From an optimization exercise on the open Yosys and OpenROAD flow, aimed at small area; shortcuts taken in it are not production practice. Function was checked by simulation only, so behaviour that the tests miss may differ from the original. Power is estimated from default activity; no workload was simulated.

run 1:
==> flow/design.v (excerpt) <==
module tuya_rx_framer (
    input  wire        clk,
    input  wire        rst,
    input  wire        in_valid,
    input  wire [7:0]  in_data,
    output wire        in_ready,
    output wire        out_valid,
    input  wire        out_ready,
    output wire [2:0]  out_kind,
    output wire [16:0] out_data,
    output wire [3:0]  out_class,
    output wire        out_last
);
    localparam N      = 59;           
    localparam MAXPAY = 57;
    localparam [2:0] EV_GARBAGE   = 3'd1;
    localparam [2:0] EV_OVERSIZED = 3'd2;
    localparam [2:0] EV_DECODE    = 3'd3;
    localparam [2:0] EV_FRAME     = 3'd4;
    localparam [2:0] EV_PAYLOAD   = 3'd5;
    localparam [2:0] EV_UNKNOWN   = 3'd6;
    localparam [2:0] S_SCAN  = 3'd0;    
    localparam [2:0] S_HSUM  = 3'd1;    
    localparam [2:0] S_SYNC  = 3'd2;    
    localparam [2:0] S_RECV  = 3'd3;    
    localparam [2:0] S_FRAME = 3'd4;    
    localparam [2:0] S_PAY   = 3'd5;    
    localparam [2:0] S_UNK   = 3'd6;    
  ...
Size: ~1100 cells after synthesis, about 520 flip-flops, ~39 I/O pins.
clock: 10.0 ns
lec_check: 0
cap_margin: 20
core_margin: 2
core_utilization: 40
cts_buf_list: sky130_fd_sc_hd__clkbuf_4
place_density: 0.6
slew_margin: 20
run.sh (not shown) runs the stock make flow with config.mk's settings and CLKGATE_MAP_FILE= SYNTH_SCRIPT=/design/flow/synth_recipe.tcl, a recipe that flattens the netlist after the stock synthesis.
Inputs modified between run 1 and run 2:
- removing CTS_BUF_LIST (formerly sky130_fd_sc_hd__clkbuf_4)
Run 2: PASS, flow complete, no timing, DRC or antenna violations
Design area in run 2 is 91 um^2 higher than in run 1
Run 2 reports a higher worst-case setup margin in the final layout than run 1 does.
Run 2 vs run 1 — relative contribution of the clock network to total power rose 2.6 points.
In run 2 the total power turned out about 4% higher than in run 1.
Comparing wire length for run 2 and run 1, the smaller number came from run 2.
Run 2 vs run 1 on part of the cycle the worst path needs: run 2 is the lower one.
What run 3 does differently from run 2 at the input level:
- CTS_BUF_LIST: unset -> sky130_fd_sc_hd__clkbuf_8
[summary]
- Relative to run 2, the length of routed met3 wiring measured on run 3 has increased by a little under 10%.
- Across both runs, routed length on met1 was higher for run 3 than for run 2.
- Summary: with run 2 as the reference, post-layout instance area in run 3 moved down slightly.
- Power share of the combinational group: run 2 vs run 3, no meaningful difference
- Looking at vias after detailed routing, run 3 sits above run 2.

---

The RTL this note starts from:
==> flow/design.v <==
module tuya_rx_buffer #(
    parameter N = 59
) (
    input  wire       clk,
    input  wire       wr,
    input  wire [7:0] din,
    output wire [7:0] head,     
    output wire [7:0] prev,     
    output wire [7:0] win0,     
    output wire [7:0] win1      
);
    reg [8*N-1:0] ring;
    assign head = ring[8*N-1 -: 8];
    assign prev = ring[7:0];
    assign win0 = ring[47:40];
    assign win1 = ring[39:32];
    always @(posedge clk)
        ring <= {ring[8*N-9:0], wr ? din : head};
endmodule
module tuya_classify (
    input  wire [7:0] cmd,
    output reg  [3:0] kind,
    output reg        handled
);
    always @(*) begin
        case (cmd)
            8'h00: kind = 4'd0;    
            8'h01: kind = 4'd1;    
            8'h02: kind = 4'd2;    
            8'h03: kind = 4'd3;    
            8'h04: kind = 4'd4;    
            8'h05: kind = 4'd5;    
            8'h06: kind = 4'd6;    
            8'h07: kind = 4'd7;    
            8'h08: kind = 4'd8;    
            8'h1C: kind = 4'd9;    
            8'h21: kind = 4'd10;   
            8'h24: kind = 4'd11;   
            default: kind = 4'd12;  
        endcase
        case (kind)
            4'd0, 4'd1, 4'd2, 4'd6, 4'd7, 4'd8, 4'd9, 4'd10: handled = 1'b1;
            default: handled = 1'b0;
        endcase
    end
endmodule
module tuya_rx_framer (
    input  wire        clk,
    input  wire        rst,
    input  wire        in_valid,
    input  wire [7:0]  in_data,
    output wire        in_ready,
    output wire        out_valid,
    input  wire        out_ready,
    output wire [2:0]  out_kind,
    output wire [16:0] out_data,
    output wire [3:0]  out_class,
    output wire        out_last
);
    localparam N      = 58;           
    localparam [2:0] EV_GARBAGE   = 3'd1;
    localparam [2:0] EV_OVERSIZED = 3'd2;
    localparam [2:0] EV_DECODE    = 3'd3;
    localparam [2:0] EV_FRAME     = 3'd4;
    localparam [2:0] EV_PAYLOAD   = 3'd5;
    localparam [2:0] EV_UNKNOWN   = 3'd6;
    localparam [2:0] S_SCAN  = 3'd0;    
    localparam [2:0] S_HSUM  = 3'd1;    
    localparam [2:0] S_SYNC  = 3'd2;    
    localparam [2:0] S_RECV  = 3'd3;    
    localparam [2:0] S_FRAME = 3'd4;    
    localparam [2:0] S_PAY   = 3'd5;    
    localparam [2:0] S_UNK   = 3'd6;    
    localparam [2:0] S_DROP  = 3'd7;    
    reg  [2:0]  state;
    reg  [5:0]  q;        
    reg  [5:0]  w;        
    reg  [5:0]  e;        
    reg         ov;
    reg  [2:0]  ov_kind;
    reg  [16:0] ov_data;
    reg         hd;       
    wire [7:0] head, prev, win0, win1;
    reg        wr;
    tuya_rx_buffer #(.N(N)) u_ring (
        .clk  (clk),
        .wr   (wr),
        .din  (in_data),
        .head (head),
        .prev (prev),
        .win0 (win0),
        .win1 (win1)
    );
    wire [3:0] cls;
    wire       cls_handled;
    tuya_classify u_classify (
        .cmd     (ov_data[7:0]),
        .kind    (cls),
        .handled (cls_handled)
    );
    assign out_valid = ov;
    assign out_kind  = ov_kind;
    assign out_data  = ov_data;
    assign out_class = cls;
    assign out_last  = (w == e);
    wire slot_free = !ov || out_ready;
    function [7:0] add8(input [7:0] a, input [7:0] b);
        integer i;
        reg c;
        begin
            c = 1'b0;
            for (i = 0; i < 8; i = i + 1) begin
                add8[i] = a[i] ^ b[i] ^ c;
                c = (a[i] & b[i]) | (c & (a[i] ^ b[i]));
            end
        end
    endfunction
    function [16:0] inc17(input [16:0] a);
        integer i;
        reg c;
        begin
            c = 1'b1;
            for (i = 0; i < 17; i = i + 1) begin
                inc17[i] = a[i] ^ c;
                c = c & a[i];
            end
        end
    endfunction
    function [5:0] inc6(input [5:0] a);
        integer i;
        reg c;
        begin
            c = 1'b1;
            for (i = 0; i < 6; i = i + 1) begin
                inc6[i] = a[i] ^ c;
                c = c & a[i];
            end
        end
    endfunction
    wire       q_last  = (q == N - 1);
    wire [5:0] q_inc   = q_last ? 6'd0 : inc6(q);
    wire [5:0] w_inc   = inc6(w);
    wire [2:0] n       = w[2:0];
    wire       sync    = (win0 == 8'h55) && (win1 == 8'hAA);
    wire [7:0] acc_in  = (state == S_HSUM) ? head : in_data;
    wire [7:0] acc     = ov_data[7:0];    
    wire [7:0] acc_sum = add8(acc, acc_in);
    wire       len_big = (head[7:6] != 2'd0) || (head[5:3] == 3'b111 && head[2:1] != 2'd0);
    reg accept;
    always @(*) begin
        case (state)
            S_SCAN:  accept = (q == 6'd0) && (n[2:1] != 2'b11 || (n == 3'd6 && !sync));
            S_SYNC:  accept = (q == 6'd0);
            S_RECV:  accept = (w == e) || (q == w);
            S_DROP:  accept = (w == 6'd0) && !ov_data[16];
            default: accept = 1'b0;
        endcase
    end
    assign in_ready = accept;
    wire take = accept && in_valid;
    always @(*) begin
        case (state)
            S_SCAN:  wr = take;
            S_SYNC:  wr = take;
            S_RECV:  wr = take && (w != e);
            default: wr = 1'b0;
        endcase
    end
    always @(posedge clk) begin
        if (ov_kind == EV_FRAME)
            hd <= cls_handled;
    end
    always @(posedge clk) begin
        if (rst) begin
            state   <= S_SCAN;
            q       <= 6'd0;
            w       <= 6'd0;
            ov      <= 1'b0;
        end else begin
            if (ov && out_ready)
                ov <= 1'b0;
            q <= q_inc;
            case (state)
                S_SCAN: begin
                    if (take) begin
                        q   <= q;
                        w   <= w_inc;
                    end
                    if (q == N - 7 && n == 3'd7 && slot_free) begin
                        ov      <= 1'b1;
                        ov_kind <= EV_GARBAGE;
                        ov_data <= {9'd0, head};
                        w       <= 6'd6;
                    end
                    if (q == 6'd0 && n == 3'd6 && sync) begin
                        q     <= 6'd3;
                        w     <= 6'd0;
                        state <= S_HSUM;
                    end
                end
                S_HSUM: begin
                    if (q == N - 3 && slot_free) begin
                        ov_data[16]  <= 1'b0;
                        ov_data[7:0] <= 8'hFF;      
                        w            <= 6'd1;
                    end
                    if (w[0] && q == N - 2)
                        ov_data[15:8] <= head;
                    if (w[0] && (q == N - 2 || q == N - 1 || q[5:1] == 5'd0))
                        ov_data[7:0] <= acc_sum;
                    if (q == 6'd1 && w[0]) begin
                        e   <= head[5:0];
                        w   <= 6'd0;
                        state <= S_SYNC;
                        if ((prev != 8'd0) || len_big) begin
                            ov_data <= {1'b0, ~prev, ~head};
                            state   <= S_DROP;
                        end
                    end
                end
                S_SYNC: begin
                    if (take) begin
                        if (e == 6'd0) begin
                            if (acc != in_data) begin
                                ov      <= 1'b1;
                                ov_kind <= EV_DECODE;
                                ov_data <= 17'd4;
                                state   <= S_SCAN;
                                q       <= 6'd0;
                                w       <= 6'd0;
                            end else
                                state <= S_FRAME;
                        end else begin
                            ov_data[7:0] <= acc_sum;
                            w     <= 6'd1;
                            state <= S_RECV;
                        end
                    end
                end
                S_RECV: begin
                    if (take) begin
                        if (w == e) begin
                            if (acc != in_data) begin
                                ov      <= 1'b1;
                                ov_kind <= EV_DECODE;
                                ov_data <= 17'd4;
                                state   <= S_SCAN;
                                q       <= 6'd0;
                                w       <= 6'd0;
                            end else
                                state <= S_FRAME;
                        end else begin
                            ov_data[7:0] <= acc_sum;
                            w   <= w_inc;
                        end
                    end
                end
                S_FRAME: begin
                    if (q == N - 1 && slot_free) begin
                        ov      <= 1'b1;
                        ov_kind <= EV_FRAME;
                        ov_data[7:0] <= head;
                        w       <= 6'd0;
                        state   <= (e == 6'd0) ? S_UNK : S_PAY;
                    end
                end
                S_PAY: begin
                    if (w == e)
                        state <= S_UNK;
                    else if (q == w && slot_free) begin
                        ov      <= 1'b1;
                        ov_kind <= EV_PAYLOAD;
                        ov_data <= {9'd0, head};
                        w       <= w_inc;
                    end
                end
                S_UNK: begin
                    if (q == N - 1 && slot_free) begin
                        if (!hd) begin
                            ov      <= 1'b1;
                            ov_kind <= EV_UNKNOWN;
                            ov_data <= {9'd0, head};
                        end
                        state <= S_SCAN;
                        q     <= 6'd0;
                        w     <= 6'd0;
                    end
                end
                S_DROP: begin
                    if (w == 6'd0) begin
                        if (take)
                            ov_data <= inc17(ov_data);
                        if (ov_data[16] && q == 6'd1) begin
                            ov_data <= {1'b0, prev, head};
                            w       <= 6'd1;
                        end
                    end else if (w[3]) begin
                        ov      <= 1'b1;
                        ov_kind <= EV_OVERSIZED;
                        state   <= S_SCAN;
                        q       <= 6'd0;
                        w       <= 6'd0;
                    end else begin
                        ov_data <= inc17(ov_data);
                        w       <= w_inc;
                    end
                end
            endcase
        end
    end
endmodule
==> flow/config.mk <==
export PLATFORM = sky130hd
export DESIGN_NAME = tuya_rx_framer
export DESIGN_NICKNAME = tuya_rx_framer
export VERILOG_FILES = /design/flow/design.v
export SDC_FILE = /design/flow/constraint.sdc
export NUM_CORES = 4
export LEC_CHECK = 0
export CAP_MARGIN = 20
export CORE_MARGIN = 2
export CORE_UTILIZATION = 60
export PLACE_DENSITY = 0.8
export SLEW_MARGIN = 20
==> flow/constraint.sdc <==
create_clock -name core_clock -period 10.0 [get_ports {clk}]
set_input_delay 2.0000 -clock core_clock [delete_from_list [all_inputs] [get_ports {clk}]]
set_output_delay 2.0000 -clock core_clock [all_outputs]
set_load 0.01 [all_outputs]
standard.sh (not shown) runs the stock make flow with config.mk's settings and CLKGATE_MAP_FILE= SYNTH_SCRIPT=/design/flow/synth_recipe.tcl, a recipe that flattens the netlist after the stock synthesis.
==> flow/flow/run.sh <==
#!/bin/bash
# The standard layout (standard.sh) with three changes:
#  - synthesis leaves adders to ABC and maps the logic with abc_deep.script
#    (same script otherwise,
#    so the registers are the standard synthesis's); if its registers ever
#    differ from the standard synthesis's, the standard synthesis is used;
#  - a smaller clock tree: clkbuf_4 buffers, no dummy loads;
#  - the smallest buffer (buf_1) on the ports.
set -u
here=$PWD
export CTS_ARGS="-sink_clustering_enable -repair_clock_nets -dont_use_dummy_load -buf_list sky130_fd_sc_hd__clkbuf_4 -sink_clustering_size 12 -sink_clustering_max_diameter 40"
export BUFFER_PORTS_ARGS="-buffer_cell sky130_fd_sc_hd__buf_1"
export FLOW_ABC_SCRIPT=$here/flow/abc_deep.script

# synthesis script: synth_recipe.tcl with the ABC override after its first line
{ head -n 1 synth_recipe.tcl; cat flow/abc_override.tcl; tail -n +2 synth_recipe.tcl; } > area_synth.tcl
sed -e "s#SYNTH_SCRIPT=[^ ]*#SYNTH_SCRIPT=$here/area_synth.tcl#" standard.sh > area_standard.sh
# the standard synthesis alone, in its own folder, to compare registers with
sed -e "s#WORK_HOME=[^ ]*#WORK_HOME=$here/orfs_std#" -e '/^if \[\[/,/^fi/d' standard.sh > std_synth.sh

bash std_synth.sh synth > std_synth.log 2>&1
bash area_standard.sh synth > area_synth.log 2>&1

regs() { grep -oE 'sky130_fd_sc_hd__[a-z0-9]*df[a-z0-9_]* +\S+' "$1" | sort; }
std_v=$(ls orfs_std/results/*/*/*/1_2_yosys.v)
area_v=$(ls orfs/results/*/*/*/1_2_yosys.v)
if [[ -s "$std_v" && -s "$area_v" ]] && diff <(regs "$std_v") <(regs "$area_v") > regs_diff.log; then
  echo "registers match the standard synthesis" > regs_check.log
  bash area_standard.sh > standard.log 2>&1
else
  echo "registers differ from the standard synthesis: using it" > regs_check.log
  rm -rf orfs
  bash standard.sh > standard.log 2>&1
fi
rm -rf orfs_std
==> flow/flow/abc_deep.script <==
strash
&get -n
&deepsyn -T 60
&put
dch -f
map -a
==> flow/flow/abc_override.tcl <==
# Leave adders to ABC (no extract_fa half/full-adder cells), and map the
# logic with abc_deep.script (deep AIG optimisation, then an area-oriented
# mapping) in place of the flow's ABC script. Only the combinational logic
# changes: the registers are mapped before ABC runs.
proc extract_fa {args} { }
proc abc {args} {
  set out {}
  set skip 0
  foreach a $args {
    if {$skip} { set skip 0; continue }
    if {$a eq "-script"} {
      set skip 1
      lappend out -script $::env(FLOW_ABC_SCRIPT)
      continue
    }
    lappend out $a
  }
  yosys abc {*}$out
}
Rerun with:
--- a/flow/flow/run.sh
+++ b/flow/flow/run.sh
@@ -9,5 +9,5 @@
 set -u
 here=$PWD
-export CTS_ARGS="-sink_clustering_enable -repair_clock_nets -dont_use_dummy_load -buf_list sky130_fd_sc_hd__clkbuf_4 -sink_clustering_size 12 -sink_clustering_max_diameter 40"
+export CTS_ARGS="-sink_clustering_enable -repair_clock_nets -dont_use_dummy_load -buf_list sky130_fd_sc_hd__clkbuf_8 -sink_clustering_size 18 -sink_clustering_max_diameter 40"
 export BUFFER_PORTS_ARGS="-buffer_cell sky130_fd_sc_hd__buf_1"
 export FLOW_ABC_SCRIPT=$here/flow/abc_deep.script
- CORE_UTILIZATION: 60 -> 40
- PLACE_DENSITY: 0.8 -> 0.6
The new run finished with timing, DRC and antenna clean.
Total power increases by 4.0%.
Worst setup slack gets better by 0.14 ns.
First-iteration DRC count shrinks by 16%.
Final area grows by 2.5%.
Rerun with:
--- a/flow/flow/run.sh
+++ b/flow/flow/run.sh
@@ -9,5 +9,5 @@
 set -u
 here=$PWD
-export CTS_ARGS="-sink_clustering_enable -repair_clock_nets -dont_use_dummy_load -buf_list sky130_fd_sc_hd__clkbuf_8 -sink_clustering_size 18 -sink_clustering_max_diameter 40"
+export CTS_ARGS="-sink_clustering_enable -repair_clock_nets -dont_use_dummy_load -buf_list sky130_fd_sc_hd__clkbuf_4 -sink_clustering_size 13 -sink_clustering_max_diameter 35"
 export BUFFER_PORTS_ARGS="-buffer_cell sky130_fd_sc_hd__buf_1"
 export FLOW_ABC_SCRIPT=$here/flow/abc_deep.script
First-iteration DRC count grows by 19%.
Via count increases by 0.74%.
Setup slack degrades by 0.12 ns.
Critical path depth does not change.
Final area fell by 1.3%.
Cell count came out higher by 0.69%.
Hold slack improves by 0.0062 ns.
Rerun with:
--- a/flow/flow/run.sh
+++ b/flow/flow/run.sh
@@ -1,6 +1,5 @@
 #!/bin/bash
 # The standard layout (standard.sh) with three changes:
-#  - synthesis leaves adders to ABC and maps the logic with abc_deep.script
-#    (same script otherwise,
+#  - synthesis maps the logic with abc_deep.script (same script otherwise,
 #    so the registers are the standard synthesis's); if its registers ever
 #    differ from the standard synthesis's, the standard synthesis is used;
@@ -9,5 +8,5 @@
 set -u
 here=$PWD
-export CTS_ARGS="-sink_clustering_enable -repair_clock_nets -dont_use_dummy_load -buf_list sky130_fd_sc_hd__clkbuf_4 -sink_clustering_size 13 -sink_clustering_max_diameter 35"
+export CTS_ARGS="-sink_clustering_enable -repair_clock_nets -dont_use_dummy_load -buf_list sky130_fd_sc_hd__clkbuf_4 -sink_clustering_size 12 -sink_clustering_max_diameter 40"
 export BUFFER_PORTS_ARGS="-buffer_cell sky130_fd_sc_hd__buf_1"
 export FLOW_ABC_SCRIPT=$here/flow/abc_deep.script
==> flow/flow/abc_override.tcl (replaced) <==
# Map the logic with abc_deep.script (deep AIG optimisation, then an
# area-oriented mapping) in place of the flow's ABC script. Only the
# combinational logic changes: the registers are mapped before ABC runs.
proc abc {args} {
  set out {}
  set skip 0
  foreach a $args {
    if {$skip} { set skip 0; continue }
    if {$a eq "-script"} {
      set skip 1
      lappend out -script $::env(FLOW_ABC_SCRIPT)
      continue
    }
    lappend out $a
  }
  yosys abc {*}$out
}
What happened: The new run completed with no timing, DRC or antenna violations; wire length rose by 3.3%; setup slack degrades by 0.20 ns; total power rose by 3.6%; via count is about the same; critical path depth stays the same; global-route usage rose by 0.35 points; cell count fell by 0.97%; sequential cell count stays the same; non-clock buffer count rose by 1; first-iteration DRC count rose by 11%; hold slack degrades by 0.043 ns.
Rerun with:
==> flow/flow/run.sh (replaced) <==
#!/bin/bash
# The standard layout (standard.sh), with a smaller clock tree (small
# clock buffers, no dummy loads) and the smallest buffer on the ports.
export CTS_ARGS="-sink_clustering_enable -repair_clock_nets -dont_use_dummy_load -buf_list sky130_fd_sc_hd__clkbuf_4 -sink_clustering_size 12 -sink_clustering_max_diameter 40"
export BUFFER_PORTS_ARGS="-buffer_cell sky130_fd_sc_hd__buf_1"
bash standard.sh > standard.log 2>&1
removed: flow/flow/abc_deep.script
removed: flow/flow/abc_override.tcl
Effect:
- The changed run went through all stages and came out clean
- setup slack gets worse by 0.029 ns
- routed wire length rises by 14%
- clock-buffer cell count is lower by 2
- power went up by 2.2%
- worst hold slack loses 0.0055 ns
- global-route usage is higher by 0.66 points
- fmax came out lower by 0.56%
- sequential cell count is unchanged

-- separate check: timing with driven ports --
In the flow no input, the clock included, has a driving cell. The finished layouts below were timed again as built, in two steps.
Step 1 sets driving cells, clkbuf_16 on the clock port and buf_2 on the other inputs (assumed; they add their load-dependent delay and slew).
Step 2, shift: input delay + t, output delay - t, t = (earliest + latest rising clock arrival at the registers) / 2. This alone moves slack from input paths to output paths.
Slacks: no drivers / after step 1 / after step 2; pairs: no drivers / after step 1.
run | shift t [ns] | setup slack, ns | worst register clock-pin slew, ns | worst slew at a driven data input, ns | cell pins on the clock port's net
run 1 | 0.771 | 4.066 / 4.040 / 4.040 | 0.08 / 0.08 | 0.03 | 1
run 2 | 0.601 | 4.082 / 4.056 / 4.056 | 0.07 / 0.07 | 0.04 | 1
run 3 | 0.631 | 4.080 / 4.054 / 4.054 | 0.07 / 0.07 | 0.03 | 1
the first run of note 2 | 0.674 | 5.101 / 5.061 / 5.076 | 0.12 / 0.12 | 0.03 | 1
the second run of note 2 | 0.562 | 5.241 / 5.200 / 5.124 | 0.10 / 0.10 | 0.03 | 1
the third run of note 2 | 0.672 | 5.118 / 5.078 / 5.126 | 0.12 / 0.12 | 0.03 | 1
the fourth run of note 2 | 0.707 | 4.915 / 4.869 / 4.564 | 0.12 / 0.12 | 0.04 | 1
the fifth run of note 2 | 0.688 | 4.886 / 4.841 / 4.253 | 0.12 / 0.12 | 0.07 | 1
After both steps setup and hold are still met in every run listed. The setup slack of the fifth run of note 2, which loses most, moves by -0.045 ns with the drivers and by -0.633 ns with both steps.
